Background: an optimization exercise with open tools, aiming at small area, a short achievable clock period and few clock cycles. Do not read the settings as production practice.
Only simulation tests tie the RTL to the original design; equivalence was not proved.

==> run H: inputs <==
==> flow/design.v <==
module sip_half #(
    parameter H = 0
) (
    input  wire [63:0] v0,
    input  wire [63:0] v1,
    input  wire [63:0] v2,
    input  wire [63:0] v3,
    output wire [63:0] o0,
    output wire [63:0] o1,
    output wire [63:0] o2,
    output wire [63:0] o3
);
    generate
        if (H == 0) begin : first
            wire [63:0] a0, a2;
            padd ad0 (.a(v0), .b(v1), .s(a0));
            padd ad2 (.a(v2), .b(v3), .s(a2));
            assign o0 = {a0[31:0], a0[63:32]};                
            assign o1 = {v1[50:0], v1[63:51]} ^ a0;           
            assign o2 = a2;
            assign o3 = {v3[47:0], v3[63:48]} ^ a2;           
        end else begin : second
            wire [63:0] c2, c0;
            padd ad2 (.a(v2), .b(v1), .s(c2));
            padd ad0 (.a(v0), .b(v3), .s(c0));
            assign o0 = c0;
            assign o1 = {v1[46:0], v1[63:47]} ^ c2;           
            assign o2 = {c2[31:0], c2[63:32]};                
            assign o3 = {v3[42:0], v3[63:43]} ^ c0;           
        end
    endgenerate
endmodule
module padd (
    input  wire [63:0] a,
    input  wire [63:0] b,
    output wire [63:0] s
);
    localparam W = 64;
    localparam L = 6;
    wire [W-1:0] g [0:L];
    wire [W-1:0] p [0:L];
    assign g[0] = a & b;
    assign p[0] = a ^ b;
    genvar l, i;
    generate
        for (l = 0; l < L; l = l + 1) begin : lv
            for (i = 0; i < W; i = i + 1) begin : bt
                if ((i >> l) & 1) begin : op
                    assign g[l+1][i] = g[l][i] | (p[l][i] & g[l][((i >> l) << l) - 1]);
                    assign p[l+1][i] = p[l][i] & p[l][((i >> l) << l) - 1];
                end else begin : cp
                    assign g[l+1][i] = g[l][i];
                    assign p[l+1][i] = p[l][i];
                end
            end
        end
    endgenerate
    assign s = p[0] ^ {g[L][W-2:0], 1'b0};
endmodule
module cuckoo_verifier (
    input  wire         clk,
    input  wire         rst,           
    input  wire         cmd_valid,
    output wire         cmd_ready,
    input  wire         cmd_op,        
    input  wire         cmd_tagged,    
    input  wire         cmd_side,      
    input  wire [11:0]  cmd_edge,      
    input  wire [255:0] cmd_key,       
    input  wire         edge_valid,
    output wire         edge_ready,
    input  wire [63:0]  edge_data,
    output reg          res_valid,
    output reg  [2:0]   res_verdict,
    output reg  [12:0]  res_node
);
    localparam EB = 12;
    localparam P  = 42;
    localparam [2:0] V_OK = 3'd0, V_TOO_BIG = 3'd2, V_TOO_SMALL = 3'd3,
                     V_NON_MATCHING = 3'd4, V_BRANCH = 3'd5, V_DEAD_END = 3'd6,
                     V_SHORT_CYCLE = 3'd7;
    reg          cmd_rdy;        
    reg          loading;        
    reg  [5:0]   n;              
    reg  [255:0] key_r;
    reg          sip_side, sip_tag;
    reg          sip_busy;       
    assign cmd_ready  = cmd_rdy;
    assign edge_ready = loading;
    wire cmd_take  = cmd_valid & cmd_rdy;
    wire edge_take = edge_valid & loading;
    always @(posedge clk)
        if (cmd_rdy) key_r <= cmd_key;
    reg  [EB-1:0] e0;
    reg           big0, first0;
    reg           ev0, sv0, last0;
    always @(posedge clk) begin
        e0     <= cmd_rdy ? cmd_edge : edge_data[EB-1:0];
        big0   <= |edge_data[63:EB];
        first0 <= (n == 6'd0);
    end
    always @(posedge clk) begin
        if (rst) begin
            cmd_rdy  <= 1'b1;
            loading  <= 1'b0;
            n        <= 6'd0;
            ev0      <= 1'b0;
            sv0      <= 1'b0;
            last0    <= 1'b0;
        end else begin
            ev0   <= edge_take;
            sv0   <= cmd_take & cmd_op;
            last0 <= edge_take & (n == P - 1);
            if (cmd_take) begin
                cmd_rdy <= 1'b0;
                loading <= ~cmd_op;
                n       <= 6'd0;
            end else if (edge_take) begin
                n <= n + 6'd1;
                if (n == P - 1) begin
                    loading <= 1'b0;
                    cmd_rdy <= 1'b1;
                end
            end else if (!loading && !sip_busy) begin
                cmd_rdy <= 1'b1;
            end
        end
    end
    always @(posedge clk)
        if (cmd_take) begin
            sip_side <= cmd_side;
            sip_tag  <= cmd_tagged;
        end
    reg  [EB-1:0] prev;
    reg  [1:0]    rej;
    wire          small0 = !first0 && (e0 <= prev);
    wire [1:0]    rej_now = first0 ? 2'd0 : rej;
    wire [1:0]    rcode0  = (rej_now != 2'd0) ? rej_now :
                            big0 ? 2'd2 : small0 ? 2'd3 : 2'd0;
    always @(posedge clk) begin
        if (ev0) begin
            prev <= e0;
            rej  <= rcode0;
        end
    end
    localparam NS = 11;              
    reg  [NS:1] pv, ps, pl;
    reg  [1:0]  pr [1:NS];
    reg  [EB-1:0] ex [1:3];          
    wire [63:0] k0 = key_r[63:0],    k1 = key_r[127:64],
                k2 = key_r[191:128], k3 = key_r[255:192];
    wire [EB-1:0] u_node, v_node;
    sip_pipe #(.S(1'b0)) u_pipe (.clk(clk), .k0(k0), .k1(k1), .k2(k2), .k3(k3),
        .e0(e0), .e3(ex[3]), .node(u_node));
    sip_pipe #(.S(1'b1)) v_pipe (.clk(clk), .k0(k0), .k1(k1), .k2(k2), .k3(k3),
        .e0(e0), .e3(ex[3]), .node(v_node));
    always @(posedge clk) begin
        ex[1] <= e0;
        ex[2] <= ex[1];
        ex[3] <= ex[2];
    end
    integer s;
    always @(posedge clk) begin
        if (rst) begin
            pv <= {NS{1'b0}};
        end else begin
            pv <= {pv[NS-1:1], ev0 | sv0};
        end
        ps <= {ps[NS-1:1], sv0};
        pl <= {pl[NS-1:1], last0};
        pr[1] <= rcode0;
        for (s = 2; s <= NS; s = s + 1) pr[s] <= pr[s-1];
    end
    reg           ov, os, ol;
    reg  [1:0]    orj;
    reg  [EB-1:0] ou, ovn;
    always @(posedge clk) begin
        if (rst) ov <= 1'b0;
        else     ov <= pv[NS];
        os  <= ps[NS];
        ol  <= pl[NS];
        orj <= pr[NS];
        ou  <= u_node;
        ovn <= v_node;
    end
    reg  [EB-1:0] fb_u [0:P-2];
    reg  [EB-1:0] fb_v [0:P-2];
    reg  [EB-1:0] wb_u [0:P-1];
    reg  [EB-1:0] wb_v [0:P-1];
    reg  [EB-1:0] xu, xv;
    wire push = ov & ~os;           
    wire done = push & ol;          
    reg           walking;
    integer j;
    always @(posedge clk) begin
        if (push) begin
            fb_u[0] <= ou;
            fb_v[0] <= ovn;
            for (j = 1; j < P - 1; j = j + 1) begin
                fb_u[j] <= fb_u[j-1];
                fb_v[j] <= fb_v[j-1];
            end
        end
        if (done) begin
            wb_u[0] <= ou;
            wb_v[0] <= ovn;
            for (j = 1; j < P; j = j + 1) begin
                wb_u[j] <= fb_u[j-1];
                wb_v[j] <= fb_v[j-1];
            end
        end
    end
    wire [EB-1:0] xu_n = xu ^ ou;
    wire [EB-1:0] xv_n = xv ^ ovn;
    always @(posedge clk) begin
        if (rst || done) begin
            xu <= {EB{1'b0}};
            xv <= {EB{1'b0}};
        end else if (push) begin
            xu <= xu_n;
            xv <= xv_n;
        end
    end
    reg  [P-1:0]  w;             
    reg           p;             
    reg  [EB-1:0] wu, wv;        
    reg  [5:0]    steps;
    reg  [P-1:0]  eq;
    reg  [EB-1:0] nxt_u, nxt_v;
    always @* begin
        nxt_u = {EB{1'b0}};
        nxt_v = {EB{1'b0}};
        for (j = 0; j < P; j = j + 1) begin
            eq[j] = ((~p & (wb_u[j] == wu)) | (p & (wb_v[j] == wv))) & ~w[j];
            nxt_u = nxt_u | ({EB{eq[j]}} & wb_u[j]);
            nxt_v = nxt_v | ({EB{eq[j]}} & wb_v[j]);
        end
    end
    wire m_any, m_multi;
    match_count #(.N(P)) u_mc (.v(eq), .any(m_any), .multi(m_multi));
    wire [5:0] steps1   = steps + 6'd1;
    wire       closed   = p & eq[P-1];           
    wire       imm      = (orj != 2'd0) || (xu_n != {EB{1'b0}}) || (xv_n != {EB{1'b0}});
    wire [2:0] imm_code = (orj != 2'd0) ? {1'b0, orj} : V_NON_MATCHING;
    reg           sip_pend;
    reg  [EB-1:0] sip_val;
    always @(posedge clk) begin
        if (rst) begin
            walking   <= 1'b0;
            res_valid <= 1'b0;
            sip_pend  <= 1'b0;
            sip_busy  <= 1'b0;
        end else begin
            res_valid <= 1'b0;
            if (cmd_take & cmd_op) sip_busy <= 1'b1;
            if (ov & os) begin
                sip_pend <= 1'b1;
                sip_val  <= sip_side ? ovn : ou;
            end
            if (sip_pend && !walking) begin
                sip_pend  <= 1'b0;
                sip_busy  <= 1'b0;
                res_valid <= 1'b1;
                res_node  <= sip_tag ? {sip_val, sip_side} : {1'b0, sip_val};
            end
            if (walking) begin
                if (m_multi) begin
                    res_valid   <= 1'b1;
                    res_verdict <= V_BRANCH;
                    walking     <= 1'b0;
                end else if (!m_any) begin
                    res_valid   <= 1'b1;
                    res_verdict <= V_DEAD_END;
                    walking     <= 1'b0;
                end else if (closed) begin
                    res_valid   <= 1'b1;
                    res_verdict <= (steps1 == P) ? V_OK : V_SHORT_CYCLE;
                    walking     <= 1'b0;
                end else if (steps1 == P + 1) begin
                    res_valid   <= 1'b1;
                    res_verdict <= V_SHORT_CYCLE;
                    walking     <= 1'b0;
                end
                w     <= eq;
                p     <= ~p;
                wu    <= p ? nxt_u : {EB{1'b0}};
                wv    <= p ? {EB{1'b0}} : nxt_v;
                steps <= steps1;
            end
            if (done) begin
                if (imm) begin
                    res_valid   <= 1'b1;
                    res_verdict <= imm_code;
                    walking     <= 1'b0;
                end else begin
                    walking <= 1'b1;
                end
                w     <= {1'b1, {(P-1){1'b0}}};
                p     <= 1'b0;
                wu    <= fb_u[P-2];
                wv    <= {EB{1'b0}};
                steps <= 6'd0;
            end
        end
    end
endmodule
module sip_pipe #(
    parameter S = 1'b0
) (
    input  wire         clk,
    input  wire [63:0]  k0, k1, k2, k3,
    input  wire [11:0]  e0,            
    input  wire [11:0]  e3,            
    output wire [11:0]  node
);
    wire [63:0] x0 = {51'd0, e0, S};
    wire [63:0] x3 = {51'd0, e3, S};
    reg  [63:0] r0 [1:11], r1 [1:11], r2 [1:11], r3 [1:11];
    wire [63:0] f0 [1:12], f1 [1:12], f2 [1:12], f3 [1:12];
    sip_half #(.H(0)) h1 (.v0(k0), .v1(k1), .v2(k2), .v3(k3 ^ x0),
                          .o0(f0[1]), .o1(f1[1]), .o2(f2[1]), .o3(f3[1]));
    genvar g;
    generate
        for (g = 2; g <= 12; g = g + 1) begin : hr
            sip_half #(.H((g + 1) % 2)) h (
                .v0(r0[g-1]), .v1(r1[g-1]), .v2(r2[g-1]), .v3(r3[g-1]),
                .o0(f0[g]), .o1(f1[g]), .o2(f2[g]), .o3(f3[g]));
        end
    endgenerate
    integer s;
    always @(posedge clk) begin
        for (s = 1; s <= 11; s = s + 1) begin
            if (s == 4) begin
                r0[s] <= f0[s] ^ x3;
                r1[s] <= f1[s];
                r2[s] <= f2[s] ^ 64'h00000000000000ff;
                r3[s] <= f3[s];
            end else begin
                r0[s] <= f0[s]; r1[s] <= f1[s]; r2[s] <= f2[s]; r3[s] <= f3[s];
            end
        end
    end
    wire [63:0] h = f0[12] ^ f1[12] ^ f2[12] ^ f3[12];
    assign node = h[11:0];
endmodule
module match_count #(
    parameter N = 42
) (
    input  wire [N-1:0] v,
    output wire         any,
    output wire         multi
);
    generate
        if (N == 1) begin : leaf
            assign any   = v[0];
            assign multi = 1'b0;
        end else begin : split
            localparam H = N / 2;
            wire a0, m0, a1, m1;
            match_count #(.N(H))     lo (.v(v[H-1:0]), .any(a0), .multi(m0));
            match_count #(.N(N - H)) hi (.v(v[N-1:H]), .any(a1), .multi(m1));
            assign any   = a0 | a1;
            assign multi = m0 | m1 | (a0 & a1);
        end
    endgenerate
endmodule
==> flow/flow/run.sh <==
#!/bin/bash
# Layout: the standard flow (standard synthesis, floorplan, placement, CTS,
# routing) unchanged, except that repair_timing aims for 8.5 ns of setup slack
# at the design's clock period, so the resizer works on the paths that set
# the achieved period. The make output goes to standard_flow.log here; ORFS
# keeps each step's full log under orfs/logs.
set -euo pipefail
bash standard.sh SETUP_SLACK_MARGIN=8.5 finish > standard_flow.log 2>&1
==> flow/standard.sh <==
#!/bin/bash
# synth_recipe.tcl (not shown) runs the flow's synth.tcl, then flattens the netlist and writes it again
# the make line also repeats each setting of config.mk as NAME=value (left out here)
make -C /OpenROAD-flow-scripts/flow DESIGN_CONFIG=/design/flow/config.mk WORK_HOME=/design/flow/orfs CLKGATE_MAP_FILE= SYNTH_SCRIPT=/design/flow/synth_recipe.tcl "${@:-finish}"
==> flow/config.mk <==
export PLATFORM = sky130hd
export DESIGN_NAME = cuckoo_verifier
export DESIGN_NICKNAME = cuckoo_verifier
export VERILOG_FILES = /design/flow/design.v
export SDC_FILE = /design/flow/constraint.sdc
export NUM_CORES = 4
export LEC_CHECK = 0
export CAP_MARGIN = 20
export CORE_MARGIN = 2
export CORE_UTILIZATION = 55
export PLACE_DENSITY = 0.65
export SLEW_MARGIN = 20
==> flow/constraint.sdc <==
create_clock -name core_clock -period 12.5 [get_ports {clk}]
set_input_delay 2.5000 -clock core_clock [delete_from_list [all_inputs] [get_ports {clk}]]
set_output_delay 2.5000 -clock core_clock [all_outputs]
set_load 0.01 [all_outputs]
==> inputs of run Z, as changes to run H <==
==> flow/flow/run.sh (replaced) <==
#!/bin/bash
# Layout: the standard flow (standard synthesis, floorplan, placement, CTS,
# routing) unchanged, except that repair_timing aims for 7.7 ns of setup slack
# at the design's clock period, so the resizer works on the paths that set
# the achieved period. The make output goes to standard_flow.log here; ORFS
# keeps each step's full log under orfs/logs.
set -euo pipefail
bash standard.sh SETUP_SLACK_MARGIN=7.7 finish > standard_flow.log 2>&1
==> inputs of run E, as changes to run H <==
==> flow/flow/run.sh (replaced) <==
#!/bin/bash
# Layout: the standard flow (standard synthesis, floorplan, placement, CTS,
# routing) unchanged, except that repair_timing aims for 8.2 ns of setup slack
# at the design's clock period, so the resizer works on the paths that set
# the achieved period. The make output goes to standard_flow.log here; ORFS
# keeps each step's full log under orfs/logs.
set -euo pipefail
bash standard.sh SETUP_SLACK_MARGIN=8.2 finish > standard_flow.log 2>&1
==> summary of the runs <==
The highest via count belongs to run H, the lowest to run Z. In run Z the wire length is lower than in run H, by 3.1%. Utilization, lowest first: run Z, run E, run H. Of run Z and run E, run Z has the higher sequential share of layout area (gap 0.81 points). Between run Z and run H, the lower maximum frequency is in run Z (gap 11%, measured against run H). Clock skew, lowest first: run E, run H, run Z. Final area, highest first: run H, run E, run Z. Of run Z and run H, run Z has the higher critical path depth (gap 1).
Testbench counts of run H, summed over its fixed seeds: cycles 8,368.
Testbench counts of run Z, summed over its fixed seeds: cycles 8,368.
Testbench counts of run E, summed over its fixed seeds: cycles 8,368.

port drivers added, routing unchanged:
In the flow no input, the clock included, has a driving cell. The finished layouts below were timed again as built, in two steps. Step 1, drivers: a clkbuf_16 drives clk and a buf_2 each remaining input, both assumed. Step 2 times the ports against the registers' clock, not the clock port: input delays grow and output delays shrink by t, the midpoint of the rising clock arrivals with the driver on. Slacks: ideal ports / drivers / drivers and shift; pairs: ideal ports / drivers.
| run | t (ns) | slack for setup (ns) | worst data-port slew with drivers (ns) |
|---|---|---|---|
| run H | 1.320 | 8.087 / 7.945 / 7.454 | 0.10 |
| run Z | 1.320 | 7.555 / 7.530 / 7.013 | 0.10 |
| run E | 1.317 | 8.013 / 7.941 / 7.326 | 0.10 |
After both steps setup and hold are still met in every run listed. For run E, which loses most, drivers alone change the setup slack by -0.072 ns; drivers and shift together by -0.687 ns.
